Context: an optimization exercise on an open-source flow, tuned for small area and a short achievable clock period. The choices shown serve that exercise and are no tape-out recipe. Where RTL was checked, it was by simulation tests only, not by an equivalence proof against the original. The RTL of runs 2 to 5 was laid out without a check of its function. Power is estimated from default activity; no workload was simulated.

<file path="flow/run.sh">
#!/bin/bash
# synth_recipe.tcl (not shown) runs the flow's synth.tcl, then flattens the netlist and writes it again
# the make line also repeats each setting of config.mk as NAME=value (left out here)
make -C /OpenROAD-flow-scripts/flow DESIGN_CONFIG=/design/flow/config.mk WORK_HOME=/design/flow/orfs CLKGATE_MAP_FILE= SYNTH_SCRIPT=/design/flow/synth_recipe.tcl finish
</file>
<file path="flow/config.mk">
export PLATFORM = sky130hd
export DESIGN_NAME = antibuee_proto
export DESIGN_NICKNAME = antibuee_proto
export VERILOG_FILES = /design/flow/design.v
export SDC_FILE = /design/flow/constraint.sdc
export NUM_CORES = 4
export LEC_CHECK = 0
export CAP_MARGIN = 20
export CORE_MARGIN = 2
export CORE_UTILIZATION = 40
export SLEW_MARGIN = 20
</file>
<file path="flow/constraint.sdc">
create_clock -name core_clock -period 12.0 [get_ports {clk}]
set_input_delay 2.4000 -clock core_clock [delete_from_list [all_inputs] [get_ports {clk}]]
set_output_delay 2.4000 -clock core_clock [all_outputs]
set_load 0.01 [all_outputs]
</file>
<file path="flow/design.v">
module antibuee_proto (
    input              clk,
    input              rst,           
    input              ev_valid,
    input      [2:0]   ev_kind,       
    input      [7:0]   ev_op,         
    input      [7:0]   ev_data,       
    input              ev_wr_ok,      
    output reg         resp_valid,
    output reg [1:0]   resp_code,     
    output reg         tx_valid,
    output             tx_two,
    output     [7:0]   tx_b0,
    output     [7:0]   tx_b1,
    output reg         ack_valid,
    output     [7:0]   ack_cmd,
    output             ack_success,
    output reg [3:0]   ack_reason,
    output reg         unk_valid,
    output reg [6:0]   raw_len,
    output     [511:0] raw_bytes,
    output reg         stat_valid,
    output     [223:0] stat_m,
    output     [29:0]  stat_s,
    output     [15:0]  stat_ts,
    output reg         terr_valid,
    output     [7:0]   terr_op,
    output reg         conn_valid,
    output             conn_state
);
    localparam [2:0] EV_ISSUE = 3'd0, EV_RX = 3'd1, EV_TICK = 3'd2,
                     EV_CONNECT = 3'd3, EV_DISCONNECT = 3'd4;
    localparam [1:0] ST_IDLE = 2'd0, ST_BOOT = 2'd1, ST_AWAIT = 2'd2;
    localparam [1:0] PH_START = 2'd0, PH_DATA = 2'd1, PH_ACK = 2'd2;
    localparam [1:0] R_ACCEPTED = 2'd0, R_INVALID = 2'd1, R_BUSY = 2'd2, R_TRANSPORT = 2'd3;
    localparam [3:0] RS_ACK = 4'd0, RS_HELLO_OLD = 4'd1, RS_HELLO_FIRST = 4'd2,
                     RS_STATUS = 4'd3, RS_TIMEOUT = 4'd4, RS_NAK = 4'd5,
                     RS_MALFORMED = 4'd6, RS_OVERFLOW = 4'd8;
    localparam [3:0] OPL_HELLO = 4'h0, OPL_STATUS = 4'h8;
    reg        connected;
    reg [1:0]  state;
    reg        boot2;         
    reg [3:0]  tcnt;          
    reg [15:0] now;
    reg [3:0]  cmd;           
    reg [6:0]  prm;           
    reg [1:0]  phase;
    reg [6:0]  len;
    reg [7:0]  buf_mem [0:63];
    reg        sf_stat;       
    reg        sf_ok;         
    reg [2:0]  sf_idx;        
    reg        sf_neg;        
    reg [1:0]  sf_fst;        
    reg        sf_shp;        
    reg        sf_pdv;        
    reg [3:0]  sf_pd;
    reg [31:0] fm [0:6];      
    reg [5:0]  fs [0:4];      
    genvar gi;
    generate
        for (gi = 0; gi < 64; gi = gi + 1) begin : g_raw
            assign raw_bytes[8*gi +: 8] = buf_mem[gi];
        end
        for (gi = 0; gi < 7; gi = gi + 1) begin : g_m
            assign stat_m[32*gi +: 32] = fm[gi];
        end
        for (gi = 0; gi < 5; gi = gi + 1) begin : g_s
            assign stat_s[6*gi +: 6] = fs[gi];
        end
    endgenerate
    assign stat_ts     = now;
    assign conn_state  = connected;
    assign ack_success = ~ack_reason[3] & ~ack_reason[2];
    assign ack_cmd     = {4'h3, cmd};
    assign tx_b0       = {4'h3, cmd};
    assign terr_op     = {4'h3, cmd};
    assign tx_two      = ~cmd[3] & (cmd[1] ^ cmd[0]);
    function [7:0] full_enc(input [6:0] p);
        reg [19:0] t;
        begin
            t = p * 20'd5223;
            full_enc = t[18:11];
        end
    endfunction
    assign tx_b1 = cmd[2] ? full_enc(prm) : {4'h3, prm[3:0]};
    wire [7:0] b        = ev_data;
    wire       is_issue = ev_valid && (ev_kind == EV_ISSUE);
    wire       is_rx    = ev_valid && (ev_kind == EV_RX);
    wire       is_tick  = ev_valid && (ev_kind == EV_TICK);
    wire       is_conn  = ev_valid && (ev_kind == EV_CONNECT);
    wire       is_disc  = ev_valid && (ev_kind == EV_DISCONNECT);
    reg enc_ok;
    always @(*) begin
        case (ev_op)
            8'h30, 8'h37, 8'h38, 8'h39: enc_ok = 1'b1;
            8'h31, 8'h32:               enc_ok = (ev_data <= 8'd9);
            8'h36:                      enc_ok = (ev_data <= 8'd100);
            default:                    enc_ok = 1'b0;
        endcase
    end
    wire st_idle  = (state == ST_IDLE);
    wire st_boot  = (state == ST_BOOT);
    wire st_await = (state == ST_AWAIT);
    wire issue_ok   = is_issue && enc_ok && st_idle && connected && ev_wr_ok;
    wire issue_terr = is_issue && enc_ok && st_idle && !(connected && ev_wr_ok);
    wire cmd_status  = cmd[3] & ~cmd[0];
    wire timeout_due = st_await && (cmd_status ? (tcnt == 4'd15) : (tcnt >= 4'd5));
    wire hello_due   = st_boot && !boot2 && (tcnt >= 4'd7);
    wire status_due  = st_boot &&  boot2 && (tcnt >= 4'd3);
    wire auto_due    = is_tick && (hello_due || status_due);
    wire b_marker = (b[7:1] == 7'b0011010);        
    wire b_hash   = (b == 8'h23);
    wire b_minus  = (b == 8'h2D);
    wire b_point  = (b == 8'h2E);
    wire b_digit  = (b[7:4] == 4'h3) && (b[3:0] <= 4'd9);
    wire b_open   = (b == 8'h5B);
    wire b_close  = (b == 8'h5D);
    wire overflow = len[6];
    wire rx_sess  = is_rx && st_await;
    wire append   = rx_sess && !overflow;
    wire first    = append && (len == 7'd0);
    wire ph_start = (phase == PH_START);
    wire ph_data  = (phase == PH_DATA);
    wire ph_ack   = (phase == PH_ACK);
    wire complete = append && b_marker && (ph_start || ph_ack);
    wire b0_hello_first = (buf_mem[0] == 8'h30);
    wire b0_hello_old   = (buf_mem[0] == 8'h33);
    wire stat_good      = sf_ok && (sf_idx == 3'd6) && sf_fst[0];
    reg       c_resolve;
    reg [3:0] c_reason;
    always @(*) begin
        c_resolve = 1'b1;
        c_reason  = RS_NAK;
        if (ph_start) begin
            if (len == 7'd0) begin
                c_reason = b[0] ? RS_ACK : RS_NAK;
            end else if (len == 7'd1 && b[0] && b0_hello_first) begin
                c_reason = RS_HELLO_FIRST;
            end else if (len == 7'd1 && b[0] && b0_hello_old) begin
                c_reason = RS_HELLO_OLD;
            end else begin
                c_resolve = 1'b0;
            end
        end else begin
            if (!sf_stat)
                c_resolve = 1'b0;
            else if (!b[0])
                c_reason = RS_NAK;
            else if (stat_good)
                c_reason = RS_STATUS;
            else
                c_reason = RS_MALFORMED;
        end
    end
    wire rx_ovf   = rx_sess && overflow;
    wire tick_to  = is_tick && timeout_due;
    wire resolve  = (complete && c_resolve) || rx_ovf || tick_to;
    wire unknown  = complete && !c_resolve;
    wire pl_char  = append && !first && ph_data && !b_close;
    always @(posedge clk) begin
        resp_valid <= 1'b0;
        tx_valid   <= 1'b0;
        ack_valid  <= 1'b0;
        unk_valid  <= 1'b0;
        stat_valid <= 1'b0;
        terr_valid <= 1'b0;
        conn_valid <= 1'b0;
        prm        <= ev_data[6:0];
        resp_code  <= !enc_ok ? R_INVALID :
                      !st_idle ? R_BUSY :
                      !(connected && ev_wr_ok) ? R_TRANSPORT : R_ACCEPTED;
        raw_len    <= len + {6'd0, append};
        ack_reason <= tick_to ? RS_TIMEOUT : rx_ovf ? RS_OVERFLOW : c_reason;
        if (rst) begin
            connected <= 1'b0;
            state     <= ST_IDLE;
            boot2     <= 1'b0;
            now       <= 16'd0;
            phase     <= PH_START;
            len       <= 7'd0;
        end else begin
            if (is_tick) begin
                now  <= now + 16'd1;
                tcnt <= tcnt + 4'd1;
            end
            if (is_issue)
                resp_valid <= 1'b1;
            if (issue_ok || issue_terr)
                cmd <= ev_op[3:0];
            if (issue_ok) begin
                tx_valid <= 1'b1;
                tcnt     <= 4'd0;
                len      <= 7'd0;
                phase    <= PH_START;
                state    <= ST_AWAIT;
            end
            if (issue_terr)
                terr_valid <= 1'b1;
            if (append) begin
                len <= len + 7'd1;
                case (phase)
                    PH_START: if (b_open)   phase <= PH_DATA;
                    PH_DATA:  if (b_close)  phase <= PH_ACK;
                    default:  if (!b_close) phase <= PH_DATA;
                endcase
            end
            if (unknown) begin
                unk_valid <= 1'b1;
                len       <= 7'd0;
                phase     <= PH_START;
            end
            if (resolve) begin
                ack_valid <= 1'b1;
                len       <= 7'd0;
                phase     <= PH_START;
                if (complete && c_resolve && ph_ack && sf_stat && b[0] && stat_good)
                    stat_valid <= 1'b1;
                if (boot2) begin
                    state <= ST_BOOT;
                    tcnt  <= 4'd0;
                end else begin
                    state <= ST_IDLE;
                end
            end
            if (auto_due) begin
                cmd  <= hello_due ? OPL_HELLO : OPL_STATUS;
                tcnt <= 4'd0;
                if (ev_wr_ok) begin
                    tx_valid <= 1'b1;
                    len      <= 7'd0;
                    phase    <= PH_START;
                    state    <= ST_AWAIT;
                    boot2    <= hello_due;
                end else begin
                    terr_valid <= 1'b1;
                    boot2      <= hello_due;
                    if (!hello_due)
                        state <= ST_IDLE;
                end
            end
            if (is_conn && !connected) begin
                connected  <= 1'b1;
                state      <= ST_BOOT;
                boot2      <= 1'b0;
                tcnt       <= 4'd0;
                len        <= 7'd0;
                phase      <= PH_START;
                conn_valid <= 1'b1;
            end
            if (is_disc) begin
                connected  <= 1'b0;
                state      <= ST_IDLE;
                boot2      <= 1'b0;
                len        <= 7'd0;
                phase      <= PH_START;
                if (connected)
                    conn_valid <= 1'b1;
            end
        end
    end
    integer i;
    always @(posedge clk) begin
        for (i = 0; i < 64; i = i + 1)
            if (len == i)
                buf_mem[i] <= b;
    end
    wire [31:0] fm_mul = {fm[6][28:0], 3'b000} + {fm[6][30:0], 1'b0};
    wire [31:0] fm_add = fm_mul + (sf_neg ? (32'd0 - {28'd0, sf_pd}) : {28'd0, sf_pd});
    wire        fs_shift = sf_shp && (sf_idx <= 3'd4);
    always @(posedge clk) begin
        sf_shp <= 1'b0;
        sf_pdv <= 1'b0;
        sf_pd  <= b[3:0];
        if (first) begin
            sf_stat <= b_open;
            sf_ok   <= 1'b1;
            sf_idx  <= 3'd0;
            sf_neg  <= 1'b0;
            sf_fst  <= 2'b00;
        end else if (append && ph_ack && !b_marker) begin
            sf_ok <= 1'b0;
        end else if (pl_char) begin
            if (b_hash) begin
                if (!sf_fst[0] || sf_idx == 3'd6)
                    sf_ok <= 1'b0;
                sf_idx <= sf_idx + 3'd1;
                sf_neg <= 1'b0;
                sf_fst <= 2'b00;
                sf_shp <= 1'b1;
            end else if (b_minus) begin
                if (sf_fst != 2'b00 || sf_neg)
                    sf_ok <= 1'b0;
                sf_neg <= 1'b1;
            end else if (b_point) begin
                if (sf_fst != 2'b01 || sf_idx >= 3'd5)
                    sf_ok <= 1'b0;
                sf_fst <= 2'b10;
            end else if (b_digit) begin
                sf_fst <= {sf_fst[1], 1'b1};
                sf_pdv <= 1'b1;
            end else begin
                sf_ok <= 1'b0;
            end
        end
        if (first) begin
            fm[6] <= 32'd0;
        end else if (sf_shp) begin
            fm[6] <= 32'd0;
        end else if (sf_pdv) begin
            fm[6] <= fm_add;
        end
        if (sf_shp) begin
            fm[0] <= fm[1];
            fm[1] <= fm[2];
            fm[2] <= fm[3];
            fm[3] <= fm[4];
            fm[4] <= fm[5];
            fm[5] <= fm[6];
        end
        if (first || fs_shift)
            fs[4] <= 6'd0;
        else if (pl_char && b_digit && sf_fst[1])
            fs[4] <= fs[4] + 6'd1;
        if (fs_shift) begin
            fs[0] <= fs[1];
            fs[1] <= fs[2];
            fs[2] <= fs[3];
            fs[3] <= fs[4];
        end
    end
endmodule
</file>
==> results of run 1 <==
-- cells by family after synthesis --
family	count (synthesis)	synth area share, %
flip-flops	840	78.93
buffers and inverters	106	1.727
AND/OR/NAND/NOR	397	6.225
multiplexers	25	0.8164
XOR/XNOR	66	1.886
AO/OA/AOI/OAI	164	3.625
other	2	0.02450
adder cells (fa/ha/maj)	142	6.768
-- per-stage QoR --
| step | utilization [%] | instances | hold slack, ns | area [sq um] | power (mW) |
|---|---|---|---|---|---|
| floorplan | - | 1752 | 0.4608 | 30690 | 3.481 |
| global placement | 53.09 | 3601 | 0.4300 | 40320 | 3.622 |
| detailed placement | 53.09 | 3601 | 0.4320 | 40320 | 3.624 |
| CTS | 56.90 | 3764 | 0.4288 | 43210 | 6.335 |
| global route | 56.96 | 3769 | 0.4417 | 43260 | 6.496 |
| finish | 56.96 | 3770 | 0.4381 | 43260 | 6.284 |
-- state kept, by name, indices dropped and copies added, names as in the netlist, 7 cells and up --
register	count
len	7
now	16
buf_mem	512
fs	30
prm	7
fm	224
raw_len	7
-- worst min-delay path by stage --
stage / cells after the start / slack [ns] / end
finish: 0 / 0.44 / fm[4][11]
detailed placement: 0 / 0.43 / fm[0][14]
floorplan: 1 / 0.46 / sf_ok
global placement: 0 / 0.43 / fm[0][14]
CTS: 0 / 0.43 / fm[2][29]
global route: 0 / 0.44 / fm[1][15]
-- report_power, final --
group | switching (mW) | total, mW | internal, mW
clock network | 1.15 | 2.72 | 1.56
registers | 0.0189 | 3.19 | 3.17
logic | 0.217 | 0.374 | 0.156
-- cells in the mapped netlist (11+ instances only) --
cell type	n	share of area, %
edfxtp_1	737	72
buf_4	22	0.54
dfxtp_1	103	6.7
inv_1	52	0.64
fa_1	40	2.6
nand4_1	12	0.24
nor3_1	14	0.23
ha_1	101	4.1
and3_1	14	0.29
a21oi_1	49	0.80
xor2_1	25	0.71
o21ai_0	26	0.42
xnor2_1	41	1.2
a21o_1	18	0.44
nor2b_1	11	0.22
nand2_1	80	0.98
nand3_1	24	0.39
nor2_1	175	2.1
mux2i_1	25	0.82
clkbuf_1	21	0.26
-- cell type report --
class | instances | share of cell area (%)
sequential | 840 | 55.93
timing repair buffer | 874 | 20.03
multi-input combinational | 806 | 13.86
clock buffer | 109 | 5.371
tap | 1030 | 2.979
clock inverter | 54 | 1.316
inverter | 53 | 0.4888
antenna | 4 | 0.02314
-- routing by layer --
| metal | wire [microns] | up-vias | GRT usage, % |
|---|---|---|---|
| li1 | - | 8316 | - |
| met1 | 39100 | 9687 | 30.82 |
| met2 | 49800 | 776 | 41.59 |
| met3 | 7397 | 141 | 5.653 |
| met4 | 2564 | 0 | 7.048 |
| met5 | 0 | - | 0 |
-- worst register-to-register path: cells and delay by family (launching register included) --
kind / cells / cell delay [ns]
multiplexers: 1 / 0.16
flip-flops: 1 / 0.58
adder cells (fa/ha/maj): 3 / 1.18
AO/OA/AOI/OAI: 8 / 1.97
buffers and inverters: 2 / 0.69
AND/OR/NAND/NOR: 1 / 0.21
==> reports/metrics.cfg, run 1 <==
[outcome]
status=finished clean

[yosys]
synth_edf_count=737
synth_area_per_cell_sq_um=17.60
ys.flop_type=edfxtp_1
yosysWarnings=4
synth.distinct_cells=78
synth_cells=1742
synth-seq-area-share_pct=78.93
synth_area_sq_um=30650
ys_seq_elements=840
async_flop_share_pct=0

[floorplan]
die-area_sq_um=78860
num_rows=101
pin_count=860
coreArea_sq_um=75950
initial_core_util_pct=40.36
dieHeight_microns=280.8
die_x_microns=280.8

[pwr]
p_leak_nw=15.24
powerDensity_nw_per_um2=145.3
vdd_drop_max_mv=0.1051

[route]
vias=18920
drt_iter0_drc=1603
drtPass1Iterations=5
drc=0
post_drt_wl_per_cell_microns=26.22
routed_wl_microns=98860
antenna_left=0
via_per_inst=5.019

[global_routing]
grt_usage_pct=24.29
grt_max_degree=81
grt_pass1_wl_microns=136500
grt-ovfl-total=0
antenna_found_initial=4
grt_pass1_vias=18321

[timing]
tns_ns=0
drv_slew=0
relSlewSlack_pct=29.18
hold_viol=0
rsz0062_at_grt=no
worstMarginPinSlew_ns=1.058
max_freq_mhz=119.7
postLayoutSetupSlackWorst_ns=3.646
min_period_over_period_pct=69.61
min_period_ns=8.354
setup_viol=0
clock-skew-final_ns=0.02861

[clock_tree]
htreeDepth=3
cts.reportedPaths.clkPinSlew_ns=0.06
root_buffer=clkbuf_16
cts_tree=built
clkLatencyLatePin_ns=0.65
clock-sinks=840
cts_hold_buffers=0
cts_buffer_depth=3
cts_resized=0
cts-buffers-inserted=90
post_cts_buffers=0

[layout]
mostFrequentLayoutCells=839 x clkdlybuf4s50_1, 737 x edfxtp_1, 173 x nor2_1
multi_input_area_sq_um=5997
drive_gt1_share_pct=7.383
regArea_sq_um=24200
nFillCells=5892
nNetsFinal=2829
areaGrowthSynthToFinish_pct=41.14
layout_commonest_cell=clkdlybuf4s50_1

[worst_setup_path]
reg2regPathDepth=15
path_buf_inv=2
path_max_fanout=6
cp_top_family=adder cells
max_stage_delay_ns=0.49
cpMostUsedCell=ha_1
cp.required_ns=9.60
critical_path.endpoint=tx_b1[6]
arrival_ns=5.95
crit_type=reg -> out
path_cells=inv_1 -> ha_1 -> fa_1 -> fa_1 -> ha_1 -> ha_1 -> a21o_1 -> a21o_1 -> a221oi_2 -> o21ai_1 -> and4_1 -> a2111oi_4 -> nor2_1 -> or3_1 -> and3_1 -> clkdlybuf4s50_1
path_depth=16
startpoint=prm[1]
crit_slowest_cell=fa_1
end_kind=output pin
crit_path_start_kind=flip-flop
r2r_start=prm[0]
reg2reg_slack_ns=7.07
worstReg2RegEnd=fm[6][28]

[run]
cap_violations=0

[worst_hold_path]
min-delay-start=fm[5][11]
worstHoldPathType=reg -> reg

[placed_design]
dp_worst_setup_slack_ns=4.251
portBuffers=847
dp_hpwl_microns=72580
place_congestion=0.8607

==> run 2: changes to the inputs <==
--- a/flow/design.v
+++ b/flow/design.v
@@ -13,3 +13,3 @@
     output     [7:0]   tx_b0,
-    output     [7:0]   tx_b1,
+    output reg [7:0]   tx_b1,
     output reg         ack_valid,
@@ -19,3 +19,3 @@
     output reg         unk_valid,
-    output reg [6:0]   raw_len,
+    output     [6:0]   raw_len,
     output     [511:0] raw_bytes,
@@ -45,5 +45,6 @@
     reg [3:0]  cmd;           
-    reg [6:0]  prm;           
     reg [1:0]  phase;
-    reg [6:0]  len;
+    reg [6:0]  len_q;         
+    reg        len_clr;       
+    wire [6:0] len = len_clr ? 7'd0 : len_q;
     reg [7:0]  buf_mem [0:63];
@@ -56,3 +57,3 @@
     reg        sf_pdv;        
-    reg [3:0]  sf_pd;
+    reg [4:0]  sf_pd;         
     reg [31:0] fm [0:6];      
@@ -72,2 +73,3 @@
     assign stat_ts     = now;
+    assign raw_len     = len_q;
     assign conn_state  = connected;
@@ -79,9 +81,109 @@
     function [7:0] full_enc(input [6:0] p);
-        reg [19:0] t;
         begin
-            t = p * 20'd5223;
-            full_enc = t[18:11];
+            case (p)
+                7'd0: full_enc = 8'd0;
+                7'd1: full_enc = 8'd2;
+                7'd2: full_enc = 8'd5;
+                7'd3: full_enc = 8'd7;
+                7'd4: full_enc = 8'd10;
+                7'd5: full_enc = 8'd12;
+                7'd6: full_enc = 8'd15;
+                7'd7: full_enc = 8'd17;
+                7'd8: full_enc = 8'd20;
+                7'd9: full_enc = 8'd22;
+                7'd10: full_enc = 8'd25;
+                7'd11: full_enc = 8'd28;
+                7'd12: full_enc = 8'd30;
+                7'd13: full_enc = 8'd33;
+                7'd14: full_enc = 8'd35;
+                7'd15: full_enc = 8'd38;
+                7'd16: full_enc = 8'd40;
+                7'd17: full_enc = 8'd43;
+                7'd18: full_enc = 8'd45;
+                7'd19: full_enc = 8'd48;
+                7'd20: full_enc = 8'd51;
+                7'd21: full_enc = 8'd53;
+                7'd22: full_enc = 8'd56;
+                7'd23: full_enc = 8'd58;
+                7'd24: full_enc = 8'd61;
+                7'd25: full_enc = 8'd63;
+                7'd26: full_enc = 8'd66;
+                7'd27: full_enc = 8'd68;
+                7'd28: full_enc = 8'd71;
+                7'd29: full_enc = 8'd73;
+                7'd30: full_enc = 8'd76;
+                7'd31: full_enc = 8'd79;
+                7'd32: full_enc = 8'd81;
+                7'd33: full_enc = 8'd84;
+                7'd34: full_enc = 8'd86;
+                7'd35: full_enc = 8'd89;
+                7'd36: full_enc = 8'd91;
+                7'd37: full_enc = 8'd94;
+                7'd38: full_enc = 8'd96;
+                7'd39: full_enc = 8'd99;
+                7'd40: full_enc = 8'd102;
+                7'd41: full_enc = 8'd104;
+                7'd42: full_enc = 8'd107;
+                7'd43: full_enc = 8'd109;
+                7'd44: full_enc = 8'd112;
+                7'd45: full_enc = 8'd114;
+                7'd46: full_enc = 8'd117;
+                7'd47: full_enc = 8'd119;
+                7'd48: full_enc = 8'd122;
+                7'd49: full_enc = 8'd124;
+                7'd50: full_enc = 8'd127;
+                7'd51: full_enc = 8'd130;
+                7'd52: full_enc = 8'd132;
+                7'd53: full_enc = 8'd135;
+                7'd54: full_enc = 8'd137;
+                7'd55: full_enc = 8'd140;
+                7'd56: full_enc = 8'd142;
+                7'd57: full_enc = 8'd145;
+                7'd58: full_enc = 8'd147;
+                7'd59: full_enc = 8'd150;
+                7'd60: full_enc = 8'd153;
+                7'd61: full_enc = 8'd155;
+                7'd62: full_enc = 8'd158;
+                7'd63: full_enc = 8'd160;
+                7'd64: full_enc = 8'd163;
+                7'd65: full_enc = 8'd165;
+                7'd66: full_enc = 8'd168;
+                7'd67: full_enc = 8'd170;
+                7'd68: full_enc = 8'd173;
+                7'd69: full_enc = 8'd175;
+                7'd70: full_enc = 8'd178;
+                7'd71: full_enc = 8'd181;
+                7'd72: full_enc = 8'd183;
+                7'd73: full_enc = 8'd186;
+                7'd74: full_enc = 8'd188;
+                7'd75: full_enc = 8'd191;
+                7'd76: full_enc = 8'd193;
+                7'd77: full_enc = 8'd196;
+                7'd78: full_enc = 8'd198;
+                7'd79: full_enc = 8'd201;
+                7'd80: full_enc = 8'd204;
+                7'd81: full_enc = 8'd206;
+                7'd82: full_enc = 8'd209;
+                7'd83: full_enc = 8'd211;
+                7'd84: full_enc = 8'd214;
+                7'd85: full_enc = 8'd216;
+                7'd86: full_enc = 8'd219;
+                7'd87: full_enc = 8'd221;
+                7'd88: full_enc = 8'd224;
+                7'd89: full_enc = 8'd226;
+                7'd90: full_enc = 8'd229;
+                7'd91: full_enc = 8'd232;
+                7'd92: full_enc = 8'd234;
+                7'd93: full_enc = 8'd237;
+                7'd94: full_enc = 8'd239;
+                7'd95: full_enc = 8'd242;
+                7'd96: full_enc = 8'd244;
+                7'd97: full_enc = 8'd247;
+                7'd98: full_enc = 8'd249;
+                7'd99: full_enc = 8'd252;
+                7'd100: full_enc = 8'd255;
+                default: full_enc = 8'bx;
+            endcase
         end
     endfunction
-    assign tx_b1 = cmd[2] ? full_enc(prm) : {4'h3, prm[3:0]};
     wire [7:0] b        = ev_data;
@@ -168,3 +270,3 @@
         conn_valid <= 1'b0;
-        prm        <= ev_data[6:0];
+        tx_b1      <= ev_op[2] ? full_enc(ev_data[6:0]) : {4'h3, ev_data[3:0]};
         resp_code  <= !enc_ok ? R_INVALID :
@@ -172,4 +274,5 @@
                       !(connected && ev_wr_ok) ? R_TRANSPORT : R_ACCEPTED;
-        raw_len    <= len + {6'd0, append};
         ack_reason <= tick_to ? RS_TIMEOUT : rx_ovf ? RS_OVERFLOW : c_reason;
+        len_q      <= len + {6'd0, append};
+        len_clr    <= 1'b0;
         if (rst) begin
@@ -180,3 +283,3 @@
             phase     <= PH_START;
-            len       <= 7'd0;
+            len_clr   <= 1'b1;
         end else begin
@@ -193,3 +296,3 @@
                 tcnt     <= 4'd0;
-                len      <= 7'd0;
+                len_clr  <= 1'b1;
                 phase    <= PH_START;
@@ -200,3 +303,2 @@
             if (append) begin
-                len <= len + 7'd1;
                 case (phase)
@@ -209,3 +311,3 @@
                 unk_valid <= 1'b1;
-                len       <= 7'd0;
+                len_clr   <= 1'b1;
                 phase     <= PH_START;
@@ -214,3 +316,3 @@
                 ack_valid <= 1'b1;
-                len       <= 7'd0;
+                len_clr   <= 1'b1;
                 phase     <= PH_START;
@@ -230,3 +332,3 @@
                     tx_valid <= 1'b1;
-                    len      <= 7'd0;
+                    len_clr  <= 1'b1;
                     phase    <= PH_START;
@@ -246,3 +348,3 @@
                 tcnt       <= 4'd0;
-                len        <= 7'd0;
+                len_clr    <= 1'b1;
                 phase      <= PH_START;
@@ -254,3 +356,3 @@
                 boot2      <= 1'b0;
-                len        <= 7'd0;
+                len_clr    <= 1'b1;
                 phase      <= PH_START;
@@ -268,3 +370,3 @@
     wire [31:0] fm_mul = {fm[6][28:0], 3'b000} + {fm[6][30:0], 1'b0};
-    wire [31:0] fm_add = fm_mul + (sf_neg ? (32'd0 - {28'd0, sf_pd}) : {28'd0, sf_pd});
+    wire [31:0] fm_add = fm_mul + {{27{sf_pd[4]}}, sf_pd};
     wire        fs_shift = sf_shp && (sf_idx <= 3'd4);
@@ -273,3 +375,3 @@
         sf_pdv <= 1'b0;
-        sf_pd  <= b[3:0];
+        sf_pd  <= sf_neg ? (5'd0 - {1'b0, b[3:0]}) : {1'b0, b[3:0]};
         if (first) begin
==> flow/flow/run.sh (new file) <==
#!/bin/bash
# Standard ORFS layout, with the port buffers made of the smallest buffer cell
# and clock tree synthesis without dummy loads.
set -euo pipefail
cd "$(dirname "$0")/.."
export BUFFER_PORTS_ARGS="-buffer_cell sky130_fd_sc_hd__buf_1"
export CTS_ARGS="-sink_clustering_enable -repair_clock_nets -dont_use_dummy_load"
bash standard.sh > orfs_make.log 2>&1
==> flow/standard.sh (new file) <==
#!/bin/bash
# synth_recipe.tcl (not shown) runs the flow's synth.tcl, then flattens the netlist and writes it again
# the make line also repeats each setting of config.mk as NAME=value (left out here)
make -C /OpenROAD-flow-scripts/flow DESIGN_CONFIG=/design/flow/config.mk WORK_HOME=/design/flow/orfs CLKGATE_MAP_FILE= SYNTH_SCRIPT=/design/flow/synth_recipe.tcl "${@:-finish}"
removed: flow/run.sh
==> reports/metrics.cfg, run 2 <==
[worst_setup_path]
cpMostUsedCell=nor2_1
arrival_ns=5.03  ; -0.92 ns
path_buf_inv=2  ; unchanged
max_stage_delay_ns=0.50  ; about the same
crit_type=in -> reg
end_kind=flip-flop
cp.required_ns=12.37  ; +2.77 ns
path_cells=buf_2 -> inv_1 -> ha_1 -> nor2_1 -> o21ai_1 -> a31oi_1 -> o32ai_1 -> nand4_1 -> o2111ai_1 -> nor2_1
path_max_fanout=9  ; +3
cp_top_family=compound AO/OA/AOI/OAI gates
crit_slowest_cell=o32ai_1
crit_path_start_kind=input port

[route]
vias=19186  ; +1.4%
drt_iter0_drc=1754  ; +9.4%
drtPass1Iterations=6  ; +1
via_per_inst=5.254  ; +4.7%
routed_wl_microns=93870  ; -5.1%
drc=0  ; unchanged
antenna_left=0  ; unchanged
post_drt_wl_per_cell_microns=25.70  ; -2.0%

[layout]
largest_reg_flops=512  ; unchanged
nFillCells=6420  ; +9.0%
drive_gt1_share_pct=5.035  ; -2.3 points
layout_commonest_cell=buf_1
largest-register=buf_mem
nNetsFinal=2790  ; -1.4%
top_regs=buf_mem: 512 flops, fm: 224 flops, fs: 30 flops
areaGrowthSynthToFinish_pct=21.31
mostFrequentLayoutCells=839 x buf_1, 737 x edfxtp_1, 184 x nor2_1

[yosys]
synth.distinct_cells=69  ; -12%
synth.most_common_cell=edfxtp_1
yosys-top-cells-count=737 x edfxtp_1, 186 x nor2_1, 103 x dfxtp_1
synth-seq-area-share_pct=79.79  ; +0.86 points
yosysTopAreaCellShare_pct=72.99  ; +0.79 points
synth_area_per_cell_sq_um=16.97  ; -3.6%
synth_edf_count=737  ; unchanged
synth.area.top_cells=edfxtp_1 73%, dfxtp_1 6.8%, nor2_1 2.3%
synth_top_cell_by_area=edfxtp_1
ys_seq_elements=840  ; unchanged
synth_area_sq_um=30320  ; -1.1%
yosysWarnings=4  ; unchanged
async_flop_share_pct=0  ; unchanged
ys.flop_type=edfxtp_1
synth_cells=1787  ; +2.6%

[pwr]
intPower_mw=4.524  ; -7.6%
p_sw_share_pct=20.30  ; -1.8 points
comb_power_share_pct=4.1  ; -1.8 points
powerDensity_nw_per_um2=154.3  ; +6.2%
p_sw_mw=1.152  ; -17%
seqPwrFrac_pct=56.3  ; +5.5 points
clkPwrFrac_pct=39.5  ; -3.8 points
p_leak_nw=11.77  ; -23%
vdd_drop_max_mv=0.1164  ; +11%

[clock_tree]
post_cts_buffers=0  ; unchanged
cts-buffers-inserted=87  ; -3.3%
clock-sinks=840  ; unchanged
cts_tree=built
cts_resized=0  ; unchanged
root_buffer=clkbuf_16
cts_buffer_depth=3  ; unchanged
cts_hold_buffers=0  ; unchanged
clkLatencyLatePin_ns=0.63  ; -0.02 ns
htreeDepth=3  ; unchanged
cts.reportedPaths.clkPinSlew_ns=0.05  ; about the same

[global_routing]
antenna_found_initial=2  ; -2
grt_pass1_wl_microns=132200  ; -3.1%
grt_max_degree=69  ; -15%
grt_pass1_vias=18604  ; +1.5%
grt_usage_pct=23.27  ; -1.0 points
grt-ovfl-total=0  ; unchanged

[timing]
tns_ns=0  ; unchanged
worstMarginPinSlew_ns=1.105  ; +0.04660 ns
min_period_ns=4.661  ; -3.692 ns
clock-skew-final_ns=0.07240  ; +0.04379 ns
max_freq_mhz=214.5  ; +79%
hold_viol=0  ; unchanged
rsz0062_at_grt=no
min_period_over_period_pct=38.85  ; -31 points
whs_ns=0.3983  ; -0.03975 ns
setup_viol=0  ; unchanged
relSlewSlack_pct=26.06  ; -3.1 points
drv_slew=0  ; unchanged

[worst_hold_path]
worstHoldPathType=reg -> reg

[placed_design]
dp_hpwl_microns=68570  ; -5.5%
portBuffers=847  ; unchanged
place_congestion=0.8990  ; +4.4%

[floorplan]
num_rows=100  ; -0.99%
pin_count=860  ; unchanged
die-area_sq_um=78020  ; -1.1%
coreArea_sq_um=74700  ; -1.6%
die_x_microns=279.3  ; -0.53%
dieHeight_microns=279.3  ; -0.53%
initial_core_util_pct=40.59  ; +0.23 points

[outcome]
status=finished clean

[run]
cap_violations=0  ; unchanged

## run 2: cell count changes in the layout (fill, tap and decap cells not counted), sizes merged, moves of 25 or more
| cell | previous run | this run |
|---|---|---|
| clkdlybuf4s50 | 839 | 0 |
| buf | 35 | 864 |
| ha | 101 | 55 |
| clkinv | 36 | 1 |
| a21oi | 51 | 82 |
| inv | 56 | 28 |
| o21ai | 36 | 61 |
## run 2: stage by stage
step | util (%) | area, sq um | total power [mW] | setup WS (ns) | cells
after detailed placement | 46.32 | 34600 | 3.491 | 6.774 | 3563
after CTS | 49.24 | 36780 | 5.720 | 7.452 | 3650
final | 49.24 | 36780 | 5.676 | 7.339 | 3652
after global routing | 49.24 | 36780 | 5.856 | 7.166 | 3651
after global placement | 46.32 | 34600 | 3.487 | 6.798 | 3563
after floorplan | - | 30360 | 3.397 | 4.730 | 1797
## run 2: cell families after synthesis
kind of cell	count (synthesis)	share of synthesized area [%]
AOI/OAI and AO/OA	239	4.824
muxes	31	1.197
DFF	840	79.79
buffers and inverters	101	1.543
xor gates and xnor gates	56	1.618
other	2	0.02477
and+or+nand+nor	433	6.788
adders and majority gates	85	4.217
## run 2: routing by layer
metal / up-vias / track usage, % / wire length [microns]
met2: 906 / 39.78 / 47050
li1: 8412 / - / -
met3: 136 / 5.104 / 7024
met5: - / 0 / 0
met1: 9732 / 29.62 / 37350
met4: 0 / 7.251 / 2440
## run 2: final cells by class
class	instances	area, sq um	share of cell area [%]
flip-flops and latches	840	24200	65.78
multi-input cells	856	5719	15.55
repair buffers	869	3364	9.147
clock buffers	87	2177	5.919
well taps	969	1212	3.296
inverters	29	108.9	0.2959
diodes	2	5.005	0.01361
## run 2: power by group through the flow
stage,registers [mW],clock network (mW),logic [mW]
after global placement,3.26,0,0.229
after CTS,3.20,2.29,0.234
after floorplan,3.25,0,0.143
after global routing,3.20,2.40,0.258
after detailed placement,3.26,0,0.233
final,3.20,2.24,0.235
## run 2: worst paths after layout
path	startpoint	endpoint	slack, ns	cells past startpoint
worst min register to register	fm[5][31]	fm[4][31]	0.40	0
worst max-delay path	ev_data[1]	tcnt[0]	7.34	10
worst max register to register	sf_pd[4]	fm[6][20]	8.02	10
worst min-delay path	fm[5][31]	fm[4][31]	0.40	0
==> run 3: changes to the inputs <==
--- a/flow/config.mk
+++ b/flow/config.mk
@@ -7,5 +7,7 @@
 export LEC_CHECK = 0
+export ABC_CLOCK_PERIOD_IN_PS = 4000
 export CAP_MARGIN = 20
 export CORE_MARGIN = 2
-export CORE_UTILIZATION = 40
+export CORE_UTILIZATION = 60
+export PLACE_DENSITY = 0.7
 export SLEW_MARGIN = 20
==> reports/metrics.cfg, run 3 <==
[outcome]
status=stopped before the end
lastStage=3_2_place_iop
firstError=[ERROR PPL-0024] Number of IO pins (860) exceeds maximum number of available positions (822). Increase the die perimeter from 915.20um to 1169.60um.

[floorplan]
die_x_microns=228.8  ; -18%
initial_core_util_pct=60.56  ; +20 points
dieHeight_microns=228.8  ; -18%
num_rows=82  ; -18%

[yosys]
synth_area_sq_um=30320  ; unchanged
ys.flop_type=edfxtp_1
synth.most_common_cell=edfxtp_1
synth_edf_count=737  ; unchanged
synth.area.top_cells=edfxtp_1 73%, dfxtp_1 6.8%, nor2_1 2.3%
ys_seq_elements=840  ; unchanged
yosys-top-cells-count=737 x edfxtp_1, 186 x nor2_1, 103 x dfxtp_1
async_flop_share_pct=0  ; unchanged
synth_top_cell_by_area=edfxtp_1
yosysTopAreaCellShare_pct=72.99  ; unchanged
synth_cells=1787  ; unchanged
synth-seq-area-share_pct=79.79  ; unchanged
synth.distinct_cells=69  ; unchanged
synth_area_per_cell_sq_um=16.97  ; unchanged
yosysWarnings=4  ; unchanged

[run 3: cell counts after synthesis]
No cell type changed its count.
[run 3: logic make-up after synthesis]
kind of cell / count (synthesis) / synth area share [%]
and+or+nand+nor: 433 / 6.788
muxes: 31 / 1.197
buffers and inverters: 101 / 1.543
xor gates and xnor gates: 56 / 1.618
AOI/OAI and AO/OA: 239 / 4.824
DFF: 840 / 79.79
other: 2 / 0.02477
adders and majority gates: 85 / 4.217
==> run 4: changes to the inputs <==
--- a/flow/design.v
+++ b/flow/design.v
@@ -42,3 +42,4 @@
     reg        boot2;         
-    reg [3:0]  tcnt;          
+    reg [3:0]  acnt;          
+    reg [2:0]  bcnt;          
     reg [15:0] now;
@@ -209,5 +210,5 @@
     wire cmd_status  = cmd[3] & ~cmd[0];
-    wire timeout_due = st_await && (cmd_status ? (tcnt == 4'd15) : (tcnt >= 4'd5));
-    wire hello_due   = st_boot && !boot2 && (tcnt >= 4'd7);
-    wire status_due  = st_boot &&  boot2 && (tcnt >= 4'd3);
+    wire timeout_due = st_await && (cmd_status ? (acnt == 4'd15) : (acnt >= 4'd5));
+    wire hello_due   = st_boot && !boot2 && (bcnt == 3'd7);
+    wire status_due  = st_boot &&  boot2 && (bcnt >= 3'd3);
     wire auto_due    = is_tick && (hello_due || status_due);
@@ -277,2 +278,12 @@
         len_clr    <= 1'b0;
+        if (!st_await)
+            acnt <= 4'd0;
+        else if (is_tick)
+            acnt <= acnt + 4'd1;
+        if (!st_boot || (is_tick && (hello_due || status_due)))
+            bcnt <= 3'd0;
+        else if (is_tick)
+            bcnt <= bcnt + 3'd1;
+        if (!st_await)
+            cmd <= st_idle ? ev_op[3:0] : boot2 ? OPL_STATUS : OPL_HELLO;
         if (rst) begin
@@ -285,13 +296,8 @@
         end else begin
-            if (is_tick) begin
-                now  <= now + 16'd1;
-                tcnt <= tcnt + 4'd1;
-            end
+            if (is_tick)
+                now <= now + 16'd1;
             if (is_issue)
                 resp_valid <= 1'b1;
-            if (issue_ok || issue_terr)
-                cmd <= ev_op[3:0];
             if (issue_ok) begin
                 tx_valid <= 1'b1;
-                tcnt     <= 4'd0;
                 len_clr  <= 1'b1;
@@ -322,3 +328,2 @@
                     state <= ST_BOOT;
-                    tcnt  <= 4'd0;
                 end else begin
@@ -328,4 +333,2 @@
             if (auto_due) begin
-                cmd  <= hello_due ? OPL_HELLO : OPL_STATUS;
-                tcnt <= 4'd0;
                 if (ev_wr_ok) begin
@@ -347,3 +350,2 @@
                 boot2      <= 1'b0;
-                tcnt       <= 4'd0;
                 len_clr    <= 1'b1;
--- a/flow/config.mk
+++ b/flow/config.mk
@@ -7,7 +7,5 @@
 export LEC_CHECK = 0
-export ABC_CLOCK_PERIOD_IN_PS = 4000
 export CAP_MARGIN = 20
 export CORE_MARGIN = 2
-export CORE_UTILIZATION = 60
-export PLACE_DENSITY = 0.7
+export CORE_UTILIZATION = 40
 export SLEW_MARGIN = 20
==> reports/metrics.cfg, run 4 <==
[route]
post_drt_wl_per_cell_microns=25.56
drtPass1Iterations=5
antenna_left=0
routed_wl_microns=93820
vias=19487
drt_iter0_drc=1543
drc=0
via_per_inst=5.310

[layout]
mostFrequentLayoutCells=839 x buf_1, 733 x edfxtp_1, 175 x nor2_1
fin_util_pct=48.82
nNetsFinal=2801
top_regs=buf_mem: 512 flops, fm: 224 flops, fs: 30 flops
fin_cells=3670
largest_reg_flops=512
drive_gt1_share_pct=5.653
multi_input_area_sq_um=5861
regArea_sq_um=24220
layout_commonest_cell=buf_1
nFillCells=6502
largest-register=buf_mem
areaGrowthSynthToFinish_pct=21.20

[global_routing]
grt_busiest_layer=met2
grt_use_met1_pct=29.80
antenna_found_initial=4
grt_max_degree=100
grt_usage_pct=22.91
grt_pass1_vias=18309
grt-ovfl-total=0
grt_pass1_wl_microns=130800
use_met2_pct=38.89
grt_util_met3_pct=4.805

[yosys]
synth.area.top_cells=edfxtp_1 72%, dfxtp_1 7.2%, ha_1 2.4%
yosysTopAreaCellShare_pct=72.19  ; -0.80 points
ys.flop_type=edfxtp_1
synth_area_per_cell_sq_um=16.99  ; +0.10%
synth_area_sq_um=30490  ; +0.55%
yosysWarnings=4  ; unchanged
synth_cells=1795  ; +0.45%
synth.most_common_cell=edfxtp_1
ys_seq_elements=843  ; +0.36%
yosys-top-cells-count=733 x edfxtp_1, 177 x nor2_1, 110 x dfxtp_1
synth_top_cell_by_area=edfxtp_1
synth.distinct_cells=83  ; +20%
synth-seq-area-share_pct=79.42  ; -0.37 points
synth_edf_count=733  ; -0.54%
async_flop_share_pct=0  ; unchanged

[pwr]
p_leak_nw=11.86
intPower_mw=4.514
comb_power_share_pct=3.7
p_sw_share_pct=20.34
seqPwrFrac_pct=56.3
vdd_drop_max_mv=0.09824
p_sw_mw=1.153
clkPwrFrac_pct=39.9
finalPower_mw=5.667
powerDensity_nw_per_um2=153.4

[floorplan]
pin_count=860
num_rows=101  ; +23%
initial_core_util_pct=40.28  ; -20 points
die_x_microns=280.1  ; +22%
die-area_sq_um=78450
dieHeight_microns=280.1  ; +22%
coreArea_sq_um=75700

[worst_setup_path]
arrival_ns=5.04
path_max_fanout=12
end_kind=flip-flop
crit_path_start_kind=input port
cp.required_ns=12.52
crit_type=in -> reg

[clock_tree]
cts_resized=0
cts_hold_buffers=0
clock-sinks=843
cts.reportedPaths.clkPinSlew_ns=0.06
clkLatencyLatePin_ns=0.63
cts_tree=built
cts_buffer_depth=3
post_cts_buffers=0
cts-buffers-inserted=87
root_buffer=clkbuf_16
htreeDepth=3

[timing]
tns_ns=0
min_period_ns=4.517
clock-skew-final_ns=0.07371
relSlewSlack_pct=25.64
max_freq_mhz=221.4
setup_viol=0
worstMarginPinSlew_ns=1.111
hold_viol=0
rsz0062_at_grt=no
min_period_over_period_pct=37.64
drv_slew=0

[placed_design]
place_congestion=0.8809
portBuffers=847
dp_hpwl_microns=68750
placed_cells=3580

[outcome]
status=finished clean

[worst_hold_path]
worstHoldPathType=reg -> reg

[run]
cap_violations=0

==> run 4: changes by cell type after synthesis, sizes merged, moves of 8 or more <==
cell,delta
a31oi,+13
nand2,+9
nor2,-8
nor2b,-10
a21oi,-19
nand3,+9
==> run 4: cell type report <==
cell class	instances	share of cell area, %
Clock buffer	87	5.892
Tap cell	978	3.311
Sequential cell	843	65.53
Multi-Input combinational cell	862	15.86
Timing Repair Buffer	867	9.074
Inverter	30	0.3081
Antenna cell	3	0.02032
==> run 4: critical path, stage by stage <==
cell	delay (ns)
clkbuf_2	0.24
inv_1	0.32
ha_1	0.40
o21ba_2	0.19
o21ai_1	0.13
o221ai_2	0.22
nand4_2	0.17
or3_4	0.46
a221o_1	0.37
a21oi_2	0.12
==> run 4: path summary, 6_finish.rpt <==
check | start | endpoint | slack (ns) | cells after the start
setup / recovery | ev_data[1] | state[1] | 7.48 | 10
hold / removal | fm[3][28] | fm[2][28] | 0.41 | 0
setup reg to reg | sf_pd[4] | fm[6][27] | 8.37 | 10
hold reg to reg | fm[3][28] | fm[2][28] | 0.41 | 0
==> run 4: cell families after synthesis <==
logic type	Yosys count	share of synthesized area, %
AOI/OAI and AO/OA	236	5.044
xor gates and xnor gates	59	1.695
adders and majority gates	87	4.284
buffers and inverters	100	1.539
DFF	843	79.42
muxes	26	1.071
other	2	0.02463
and+or+nand+nor	442	6.927
==> run 4: power groups by stage <==
stage | registers (mW) | clock network [mW] | logic (mW)
3_3_place_gp | 3.25 | 0 | 0.208
2_1_floorplan | 3.25 | 0 | 0.127
4_1_cts | 3.19 | 2.31 | 0.212
6_report | 3.19 | 2.26 | 0.212
3_5_place_dp | 3.25 | 0 | 0.211
5_1_grt | 3.19 | 2.41 | 0.232
==> run 4: through the flow <==
step,hold WS (ns),instance area [sq um],worst slack (ns)
5_1_grt,0.4193,36950,7.328
3_3_place_gp,0.4300,34760,6.923
3_5_place_dp,0.4325,34760,6.878
4_1_cts,0.4050,36940,7.516
2_1_floorplan,0.4405,30530,4.731
6_report,0.4079,36950,7.483
==> run 4: layer usage <==
| layer | routed length [microns] | vias to the layer above |
|---|---|---|
| met2 | 46980 | 944 |
| li1 | - | 8487 |
| met5 | 0 | - |
| met3 | 7483 | 137 |
| met4 | 2130 | 0 |
| met1 | 37220 | 9919 |
==> run 5: changes to the inputs <==
--- a/flow/design.v
+++ b/flow/design.v
@@ -195,2 +195,5 @@
     wire       is_disc  = ev_valid && (ev_kind == EV_DISCONNECT);
+    wire [7:0] p = ev_data;
+    wire p_le9   = ~|p[7:4] & (~p[3] | ~|p[2:1]);
+    wire p_le100 = ~p[7] & (~p[6] | ~p[5] | (~p[4] & ~p[3] & (~p[2] | ~|p[1:0])));
     reg enc_ok;
@@ -199,4 +202,4 @@
             8'h30, 8'h37, 8'h38, 8'h39: enc_ok = 1'b1;
-            8'h31, 8'h32:               enc_ok = (ev_data <= 8'd9);
-            8'h36:                      enc_ok = (ev_data <= 8'd100);
+            8'h31, 8'h32:               enc_ok = p_le9;
+            8'h36:                      enc_ok = p_le100;
             default:                    enc_ok = 1'b0;
@@ -210,5 +213,5 @@
     wire cmd_status  = cmd[3] & ~cmd[0];
-    wire timeout_due = st_await && (cmd_status ? (acnt == 4'd15) : (acnt >= 4'd5));
+    wire timeout_due = st_await && (cmd_status ? (&acnt) : (acnt[3] | acnt[2] & (acnt[1] | acnt[0])));
     wire hello_due   = st_boot && !boot2 && (bcnt == 3'd7);
-    wire status_due  = st_boot &&  boot2 && (bcnt >= 3'd3);
+    wire status_due  = st_boot &&  boot2 && (bcnt[2] | &bcnt[1:0]);
     wire auto_due    = is_tick && (hello_due || status_due);
@@ -218,3 +221,3 @@
     wire b_point  = (b == 8'h2E);
-    wire b_digit  = (b[7:4] == 4'h3) && (b[3:0] <= 4'd9);
+    wire b_digit  = (b[7:4] == 4'h3) && (~b[3] | ~|b[2:1]);
     wire b_open   = (b == 8'h5B);
@@ -371,5 +374,26 @@
     end
-    wire [31:0] fm_mul = {fm[6][28:0], 3'b000} + {fm[6][30:0], 1'b0};
-    wire [31:0] fm_add = fm_mul + {{27{sf_pd[4]}}, sf_pd};
-    wire        fs_shift = sf_shp && (sf_idx <= 3'd4);
+    function [31:0] bk_add(input [31:0] a, input [31:0] b);
+        reg [31:0] g, p;
+        integer l, i;
+        begin
+            g = a & b;
+            p = a ^ b;
+            for (l = 1; l < 32; l = l * 2)
+                for (i = 2 * l - 1; i < 32; i = i + 2 * l) begin
+                    g[i] = g[i] | (p[i] & g[i-l]);
+                    p[i] = p[i] & p[i-l];
+                end
+            for (l = 8; l >= 1; l = l / 2)
+                for (i = 3 * l - 1; i < 32; i = i + 2 * l)
+                    g[i] = g[i] | (p[i] & g[i-l]);
+            bk_add = a ^ b ^ {g[30:0], 1'b0};
+        end
+    endfunction
+    wire [31:0] fm_x8  = {fm[6][28:0], 3'b000};
+    wire [31:0] fm_x2  = {fm[6][30:0], 1'b0};
+    wire [31:0] fm_d   = {{27{sf_pd[4]}}, sf_pd};
+    wire [31:0] fm_cs  = fm_x8 ^ fm_x2 ^ fm_d;
+    wire [31:0] fm_cc  = (fm_x8 & fm_x2) | (fm_x8 & fm_d) | (fm_x2 & fm_d);
+    wire [31:0] fm_add = bk_add(fm_cs, {fm_cc[30:0], 1'b0});
+    wire        fs_shift = sf_shp && ~(sf_idx[2] & (sf_idx[1] | sf_idx[0]));
     always @(posedge clk) begin
@@ -399,3 +423,3 @@
             end else if (b_point) begin
-                if (sf_fst != 2'b01 || sf_idx >= 3'd5)
+                if (sf_fst != 2'b01 || (sf_idx[2] & (sf_idx[1] | sf_idx[0])))
                     sf_ok <= 1'b0;
==> flow/flow/run.sh (replaced) <==
#!/bin/bash
# Standard ORFS layout, with the port buffers made of the smallest buffer cell,
# clock tree synthesis without dummy loads, and timing repair aiming at a
# shorter period than the constraint (the constraint itself is unchanged).
set -euo pipefail
cd "$(dirname "$0")/.."
export BUFFER_PORTS_ARGS="-buffer_cell sky130_fd_sc_hd__buf_1"
export CTS_ARGS="-sink_clustering_enable -repair_clock_nets -dont_use_dummy_load -buf_list sky130_fd_sc_hd__clkbuf_8 -root_buf sky130_fd_sc_hd__clkbuf_16 -sink_clustering_size 12 -sink_clustering_max_diameter 80"
export SETUP_SLACK_MARGIN=7.8
bash standard.sh > orfs_make.log 2>&1
==> reports/metrics.cfg, run 5 <==
[route]
routed_wl_microns=92970  ; -0.90%
antenna_left=0  ; unchanged
drtPass1Iterations=7  ; +2
drc=0  ; unchanged
drt_iter0_drc=1773  ; +15%
post_drt_wl_per_cell_microns=26.06  ; +1.9%
met1_length_microns=37240  ; about the same
top_layer=met4
via_per_inst=5.202  ; -2.0%
routed-wl-met3_microns=7056  ; -5.7%
wl_met2_microns=46390  ; -1.3%
vias=18562  ; -4.7%

[yosys]
yosys-top-cells-count=733 x edfxtp_1, 178 x nor2_1, 110 x dfxtp_1
synth_top_cell_by_area=edfxtp_1
synth_cells=1701  ; -5.2%
yosysTopAreaCellShare_pct=72.99  ; +0.80 points
synth_compound_area_share_pct=3.502  ; -1.5 points
synthSimpleGateAreaFrac_pct=6.323  ; -0.60 points
synthMuxAreaShare_pct=1.481  ; +0.41 points
yosysWarnings=4  ; unchanged
synth_top_family_by_area=simple AND/OR/NAND/NOR gates
ys_seq_elements=843  ; unchanged
ys.flop_type=edfxtp_1
synth_xor_area_share_pct=1.539  ; -0.16 points
async_flop_share_pct=0  ; unchanged
synth_area_per_cell_sq_um=17.73  ; +4.4%
synth-seq-area-share_pct=80.29  ; +0.88 points
synth.distinct_cells=68  ; -18%
synth_edf_count=733  ; unchanged
synth_fa_ha_area_share_pct=5.137  ; +0.85 points
synth.area.top_cells=edfxtp_1 73%, dfxtp_1 7.3%, fa_1 2.9%
synth_area_sq_um=30160  ; -1.1%
synth.most_common_cell=edfxtp_1

[timing]
drv_slew=0  ; unchanged
setup_viol=0  ; unchanged
clock-skew-final_ns=0.07830  ; +0.004590 ns
relSlewSlack_pct=24.40  ; -1.2 points
hold_viol=0  ; unchanged
worstMarginPinSlew_ns=1.130  ; +0.01843 ns
min_period_ns=4.147  ; -0.3698 ns
rsz0062_at_grt=no
tns_ns=0  ; unchanged
max_freq_mhz=241.1  ; +8.9%
min_period_over_period_pct=34.56  ; -3.1 points

[global_routing]
grt_pass1_wl_microns=129400  ; -1.1%
grt_max_degree=85  ; -15%
grt_pass1_vias=17877  ; -2.4%
antenna_found_initial=0  ; -4
grt-ovfl-total=0  ; unchanged
grt_usage_pct=22.99  ; +0.083 points

[worst_setup_path]
reg2reg_slack_ns=8.06  ; -0.31 ns
max_stage_delay_ns=0.50  ; +0.04 ns
crit_path_start_kind=input port
crit_type=in -> reg
path_buf_inv=3  ; +1
arrival_ns=4.65  ; -0.39 ns
worstReg2RegEnd=fm[6][31]
path_cells=buf_2 -> buf_4 -> clkinvlp_4 -> ha_4 -> nand2b_1 -> o21ai_0 -> mux4_2 -> o21ai_0 -> nand3_1 -> o221ai_1
startpoint=ev_data[0]
path_depth=10  ; unchanged
path_max_fanout=12  ; unchanged
cp_top_family=compound AO/OA/AOI/OAI gates
reg2regPathDepth=14  ; +4
critical_path.endpoint=tx_b1[0]
crit_slowest_cell=mux4_2
end_kind=flip-flop
r2r_start=sf_pd[4]
cpMostUsedCell=o21ai_0
cp.required_ns=12.50  ; -0.02 ns

[layout]
largest_reg_flops=512  ; unchanged
regArea_sq_um=24220  ; about the same
largest-register=buf_mem
final_area_sq_um=35800  ; -3.1%
drive_gt1_share_pct=5.694  ; +0.042 points
mostFrequentLayoutCells=839 x buf_1, 733 x edfxtp_1, 176 x nor2_1
areaGrowthSynthToFinish_pct=18.70
layout_commonest_cell=buf_1
nNetsFinal=2722  ; -2.8%
multi_input_area_sq_um=5527  ; -5.7%
top_regs=buf_mem: 512 flops, fm: 224 flops, fs: 30 flops
nFillCells=6459  ; -0.66%
n_antenna_cell=0  ; -3

[floorplan]
coreArea_sq_um=74570  ; -1.5%
num_rows=100  ; -0.99%
initial_core_util_pct=40.44  ; +0.16 points
die-area_sq_um=77600  ; -1.1%
die_x_microns=278.6  ; -0.54%
dieHeight_microns=278.6  ; -0.54%
pin_count=860  ; unchanged

[clock_tree]
htreeDepth=3  ; unchanged
cts-buffers-inserted=82  ; -5.7%
clock-sinks=843  ; unchanged
root_buffer=clkbuf_16
cts.reportedPaths.clkPinSlew_ns=0.10  ; +0.04 ns
cts_buffer_depth=3  ; unchanged
cts_tree=built
clkLatencyLatePin_ns=0.61  ; -0.02 ns
cts_hold_buffers=0  ; unchanged

[worst_hold_path]
worstHoldPathType=reg -> reg

[pwr]
powerDensity_nw_per_um2=140.1  ; -8.6%
vdd_drop_max_mv=0.08558  ; -13%
p_leak_nw=11.48  ; -3.2%

[placed_design]
place_congestion=0.9344  ; +6.1%
portBuffers=847  ; unchanged
dpl-instance-area_sq_um=34410  ; -1.0%
dp_hpwl_microns=67930  ; -1.2%

[run]
cap_violations=0  ; unchanged

[outcome]
status=finished clean

run 5: cell count changes in the layout (fill, tap and decap cells not counted), sizes merged, moves of 14 or more:
cell	before	now
nand2	95	65
a21oi	63	35
o21ai	54	38
a31oi	21	6
nand2b	12	27
fa	29	43
run 5: cell type report:
| type | count | share of cell area, % |
|---|---|---|
| timing repair buffer | 873 | 9.602 |
| multi-input combinational | 759 | 15.44 |
| inverter | 42 | 0.4649 |
| clock buffer | 82 | 3.436 |
| tap | 969 | 3.387 |
| sequential | 843 | 67.67 |
run 5: report_power, final:
group | total (mW) | switching, mW | leakage, nW | internal (mW)
clock | 1.59 | 0.908 | 0.636 | 0.679
sequential | 3.19 | 0.0152 | 7.45 | 3.18
combinational | 0.238 | 0.148 | 3.39 | 0.0898
total | 5.02 | 1.07 | 11.5 | 3.94
run 5: repair_timing:
action                     4_1_cts  5_1_grt
buffers inserted                 0        7
setup endpoints to repair       14       50
gates resized for setup          6        9
pin swaps                        0        3
run 5: how the worst min path moves through the flow:
stage	slack, ns	end	cells past startpoint	startpoint
2_1_floorplan	0.44	bcnt[1]	2	bcnt[1]
5_1_grt	0.41	fm[4][25]	0	fm[5][25]
3_5_place_dp	0.43	fm[2][31]	0	fm[3][31]
6_report	0.41	fm[4][25]	0	fm[5][25]
4_1_cts	0.41	fm[4][25]	0	fm[5][25]
3_3_place_gp	0.43	fm[0][14]	0	fm[1][14]
run 5: kinds of logic (layout without fill, tap and decap cells):
kind of cell	Yosys count	after routing
flip-flops	843	843
AND/OR/NAND/NOR	398	398
AO/OA/AOI/OAI	161	161
buffers and inverters	109	997
adder cells (fa/ha/maj)	98	98
XOR/XNOR	53	53
multiplexers	37	37
other	2	12
run 5: through the flow:
| step | cells | utilization, % | setup slack, ns | total power [mW] | hold slack (ns) |
|---|---|---|---|---|---|
| finish | 3568 | 48.00 | 7.853 | 5.016 | 0.4061 |
| global route | 3568 | 48.00 | 7.698 | 5.180 | 0.4052 |
| CTS | 3561 | 47.82 | 7.813 | 5.051 | 0.4061 |
| detailed placement | 3479 | 46.15 | 6.958 | 3.490 | 0.4312 |
| global placement | 3479 | 46.15 | 7.010 | 3.485 | 0.4303 |
| floorplan | 1711 | - | 7.837 | 3.401 | 0.4400 |
run 5: layer usage:
metal / track usage, % / up-vias
met2: 39.08 / 863
met4: 6.479 / 0
li1: - / 8039
met1: 29.43 / 9520
met5: 0 / -
met3: 5.566 / 140
==> run 6: changes to the inputs <==
--- a/flow/design.v
+++ b/flow/design.v
@@ -11,3 +11,3 @@
     output reg         tx_valid,
-    output             tx_two,
+    output reg         tx_two,
     output     [7:0]   tx_b0,
@@ -80,3 +80,2 @@
     assign terr_op     = {4'h3, cmd};
-    assign tx_two      = ~cmd[3] & (cmd[1] ^ cmd[0]);
     function [7:0] full_enc(input [6:0] p);
@@ -291,2 +290,3 @@
             cmd <= st_idle ? ev_op[3:0] : boot2 ? OPL_STATUS : OPL_HELLO;
+        tx_two <= st_idle & ~ev_op[3] & (ev_op[1] ^ ev_op[0]);
         if (rst) begin
--- a/flow/flow/run.sh
+++ b/flow/flow/run.sh
@@ -8,3 +8,3 @@
 export CTS_ARGS="-sink_clustering_enable -repair_clock_nets -dont_use_dummy_load -buf_list sky130_fd_sc_hd__clkbuf_8 -root_buf sky130_fd_sc_hd__clkbuf_16 -sink_clustering_size 12 -sink_clustering_max_diameter 80"
-export SETUP_SLACK_MARGIN=7.8
+export SETUP_SLACK_MARGIN=8.3
 bash standard.sh > orfs_make.log 2>&1
==> reports/metrics.cfg, run 6 <==
[route]
top_layer=met4
routed-wl-met3_microns=8233  ; +17%
vias=18811  ; +1.3%
antenna_left=0  ; unchanged
met1_length_microns=37360  ; +0.32%
drc=0  ; unchanged
post_drt_wl_per_cell_microns=26.54  ; +1.9%
wl_met2_microns=46970  ; +1.2%
via_per_inst=5.201  ; about the same
drtPass1Iterations=5  ; -2
routed_wl_microns=96010  ; +3.3%
drt_iter0_drc=1883  ; +6.2%

[layout]
top_regs=buf_mem: 512 flops, fm: 224 flops, fs: 30 flops
areaGrowthSynthToFinish_pct=22.49
drive_gt1_share_pct=13.64  ; +7.9 points
nNetsFinal=2774  ; +1.9%
largest-register=buf_mem
nFillCells=6429  ; -0.46%
final_area_sq_um=36980  ; +3.3%
mostFrequentLayoutCells=803 x buf_1, 733 x edfxtp_1, 159 x nor2_1
layout_commonest_cell=buf_1
largest_reg_flops=512  ; unchanged

[yosys]
synth-seq-area-share_pct=80.28  ; about the same
synth_fa_ha_area_share_pct=5.297  ; +0.16 points
async_flop_share_pct=0  ; unchanged
synth_edf_count=733  ; unchanged
ys_seq_elements=844  ; +0.12%
synthMuxAreaShare_pct=1.447  ; -0.035 points
yosysWarnings=4  ; unchanged
synth.area.top_cells=edfxtp_1 73%, dfxtp_1 7.4%, fa_1 2.9%
synth.distinct_cells=77  ; +13%
synth_area_per_cell_sq_um=17.84  ; +0.64%
ys.flop_type=edfxtp_1
synth_compound_area_share_pct=3.424  ; -0.078 points
synth.most_common_cell=edfxtp_1
yosysTopAreaCellShare_pct=72.91  ; -0.076 points
synth_top_cell_by_area=edfxtp_1
synth_area_sq_um=30190  ; +0.10%
synth_xor_area_share_pct=1.480  ; -0.060 points
synth_cells=1692  ; -0.53%
synthSimpleGateAreaFrac_pct=6.358  ; +0.035 points
synth_top_family_by_area=simple AND/OR/NAND/NOR gates
yosys-top-cells-count=733 x edfxtp_1, 163 x nor2_1, 111 x dfxtp_1

[worst_setup_path]
r2r_start=fm[6][1]
cp.required_ns=12.56  ; +0.06 ns
reg2reg_slack_ns=8.48  ; +0.42 ns
crit_type=in -> reg
startpoint=ev_data[0]
end_kind=flip-flop
path_max_fanout=2  ; -10
reg2regPathDepth=16  ; +2
worstReg2RegEnd=fm[6][31]
arrival_ns=4.54  ; -0.11 ns
crit_path_start_kind=input port
critical_path.endpoint=state[1]

[clock_tree]
cts.reportedPaths.clkPinSlew_ns=0.09  ; about the same
cts_buffer_depth=3  ; unchanged
clock-sinks=844  ; +0.12%
cts-buffers-inserted=82  ; unchanged
htreeDepth=3  ; unchanged
root_buffer=clkbuf_16
cts_tree=built
clkLatencyLatePin_ns=0.61  ; about the same

[timing]
clock-skew-final_ns=0.1022  ; +0.02389 ns
min_period_ns=3.985  ; -0.1618 ns
max_freq_mhz=250.9  ; +4.1%
drv_slew=0  ; unchanged
hold_viol=0  ; unchanged
setup_viol=0  ; unchanged
tns_ns=0  ; unchanged
relSlewSlack_pct=24.85  ; +0.45 points
rsz0062_at_grt=yes
worstMarginPinSlew_ns=1.123  ; -0.006659 ns
min_period_over_period_pct=33.21  ; -1.3 points

[pwr]
comb_power_share_pct=6.0  ; +1.3 points
p_leak_nw=12.10  ; +5.4%
intPower_mw=3.985  ; +1.0%
p_sw_mw=1.101  ; +2.8%
vdd_drop_max_mv=0.1017  ; +19%
p_sw_share_pct=21.66  ; +0.29 points
finalPower_mw=5.086  ; +1.4%
seqPwrFrac_pct=62.8  ; -0.8 points
clkPwrFrac_pct=31.2  ; -0.4 points
powerDensity_nw_per_um2=137.5  ; -1.8%

[global_routing]
grt-ovfl-total=0  ; unchanged
grt_pass1_wl_microns=133500  ; +3.2%
grt_usage_pct=23.84  ; +0.85 points
grt_pass1_vias=18404  ; +2.9%
antenna_found_initial=3  ; +3
grt_max_degree=87  ; +2.4%

[floorplan]
initial_core_util_pct=40.48  ; +0.042 points
num_rows=100  ; unchanged
coreArea_sq_um=74570  ; unchanged
dieHeight_microns=278.7  ; about the same
pin_count=860  ; unchanged
die-area_sq_um=77680  ; +0.10%
die_x_microns=278.7  ; about the same

[run]
cap_violations=0  ; unchanged

[placed_design]
dpl-instance-area_sq_um=34510  ; +0.28%
dp_hpwl_microns=68190  ; +0.38%
place_congestion=0.9672  ; +3.5%
portBuffers=847  ; unchanged

[outcome]
status=finished clean

[worst_hold_path]
worstHoldPathType=reg -> reg

## run 6: per-layer routing
metal  vias to the layer above  track usage [%]
met2                       967            39.37
met4                         0            8.009
li1                       8110                -
met1                      9565            30.53
met5                         -                0
met3                       169            6.460
## run 6: how the worst min path moves through the flow
stage / from / to / cells past startpoint
after global routing: fs[3][3] / fs[2][3] / 0
after CTS: fm[4][9] / fm[3][9] / 0
after global placement: fm[1][16] / fm[0][16] / 0
after detailed placement: fm[3][16] / fm[2][16] / 0
final: fm[4][9] / fm[3][9] / 0
after floorplan: bcnt[1] / bcnt[1] / 2
## run 6: cell type report
type / instances / area (sq um) / share of cell area, %
Sequential cell: 844 / 24300 / 65.73
Multi-Input combinational cell: 748 / 5943 / 16.07
Timing Repair Buffer: 930 / 4109 / 11.11
Clock buffer: 82 / 1230 / 3.326
Tap cell: 969 / 1212 / 3.279
Inverter: 43 / 175.2 / 0.4737
Antenna cell: 1 / 2.502 / 0.006768
## run 6: through the flow
stage	instances	setup WS [ns]	hold WS (ns)	utilization (%)
5_1_grt	3617	7.957	0.4381	49.59
4_1_cts	3598	8.022	0.4083	49.07
3_5_place_dp	3466	6.290	0.4318	46.27
3_3_place_gp	3466	6.390	0.4315	46.27
6_report	3617	8.015	0.4197	49.59
2_1_floorplan	1702	7.757	0.4400	-
## run 6: power groups by stage
stage,registers (mW),clock network [mW],logic (mW)
2_1_floorplan,3.26,0,0.170
3_3_place_gp,3.26,0,0.255
3_5_place_dp,3.26,0,0.261
4_1_cts,3.20,1.63,0.291
5_1_grt,3.20,1.72,0.340
6_report,3.20,1.58,0.305
## run 6: timing repair
item                       CTS  global route
setup buffers               48            17
cloned                       2             0
hold buffers                 0             0
pin swaps                   24            31
resized for setup          140            75
setup endpoints to repair  136            62
## run 6: critical path: stages
cell and delay [ns]:
clkbuf_16 0.13, buf_16 0.13, clkinvlp_4 0.09, buf_6 0.10, ha_4 0.13, inv_4 0.04
ha_4 0.14, o311a_1 0.30, a211o_1 0.26, o221ai_4 0.23, nand4_4 0.14, a221o_1 0.35
a21oi_2 0.11
## run 6: cells by family (layout without fill, tap and decap cells)
logic type	Yosys count	count (layout)
buffers and inverters	110	1055
AND/OR/NAND/NOR	391	391
adder cells (fa/ha/maj)	102	102
other	2	13
multiplexers	36	36
XOR/XNOR	51	51
AO/OA/AOI/OAI	156	156
flip-flops	844	844

separate check: timing with driven ports:
In the flow no input, the clock included, has a driving cell. The finished layouts below were timed again as built, in two steps.
Step 1: set_driving_cell puts a clkbuf_16 on clk and a buf_2 on each other input, an assumption about the parent block.
Step 2 moves the port delays by t, midway between the first and last clock arrival at a register: inputs arrive t later, outputs are due t later. That takes back most of the time a late clock gives input paths.
Three values: ideal, step 1, step 2; two values: the first two.
| run | t (ns) | setup WS [ns] | worst setup path after step 2 | worst register clock-pin slew, ns |
|---|---|---|---|---|
| run 1 | 0.698 | 3.646 / 3.583 / 4.280 | register to output | 0.07 / 0.07 |
| run 2 | 0.664 | 7.339 / 7.381 / 6.717 | input to register | 0.06 / 0.06 |
| run 4 | 0.674 | 7.483 / 7.530 / 6.856 | input to register | 0.06 / 0.06 |
| run 5 | 0.637 | 7.853 / 7.880 / 7.247 | input to register | 0.10 / 0.10 |
| run 6 | 0.627 | 8.015 / 8.007 / 7.380 | input to register | 0.10 / 0.10 |
After both steps every run listed still meets setup and hold. For run 6, which loses most, drivers alone change the setup slack by -0.008 ns; drivers and shift together by -0.635 ns.
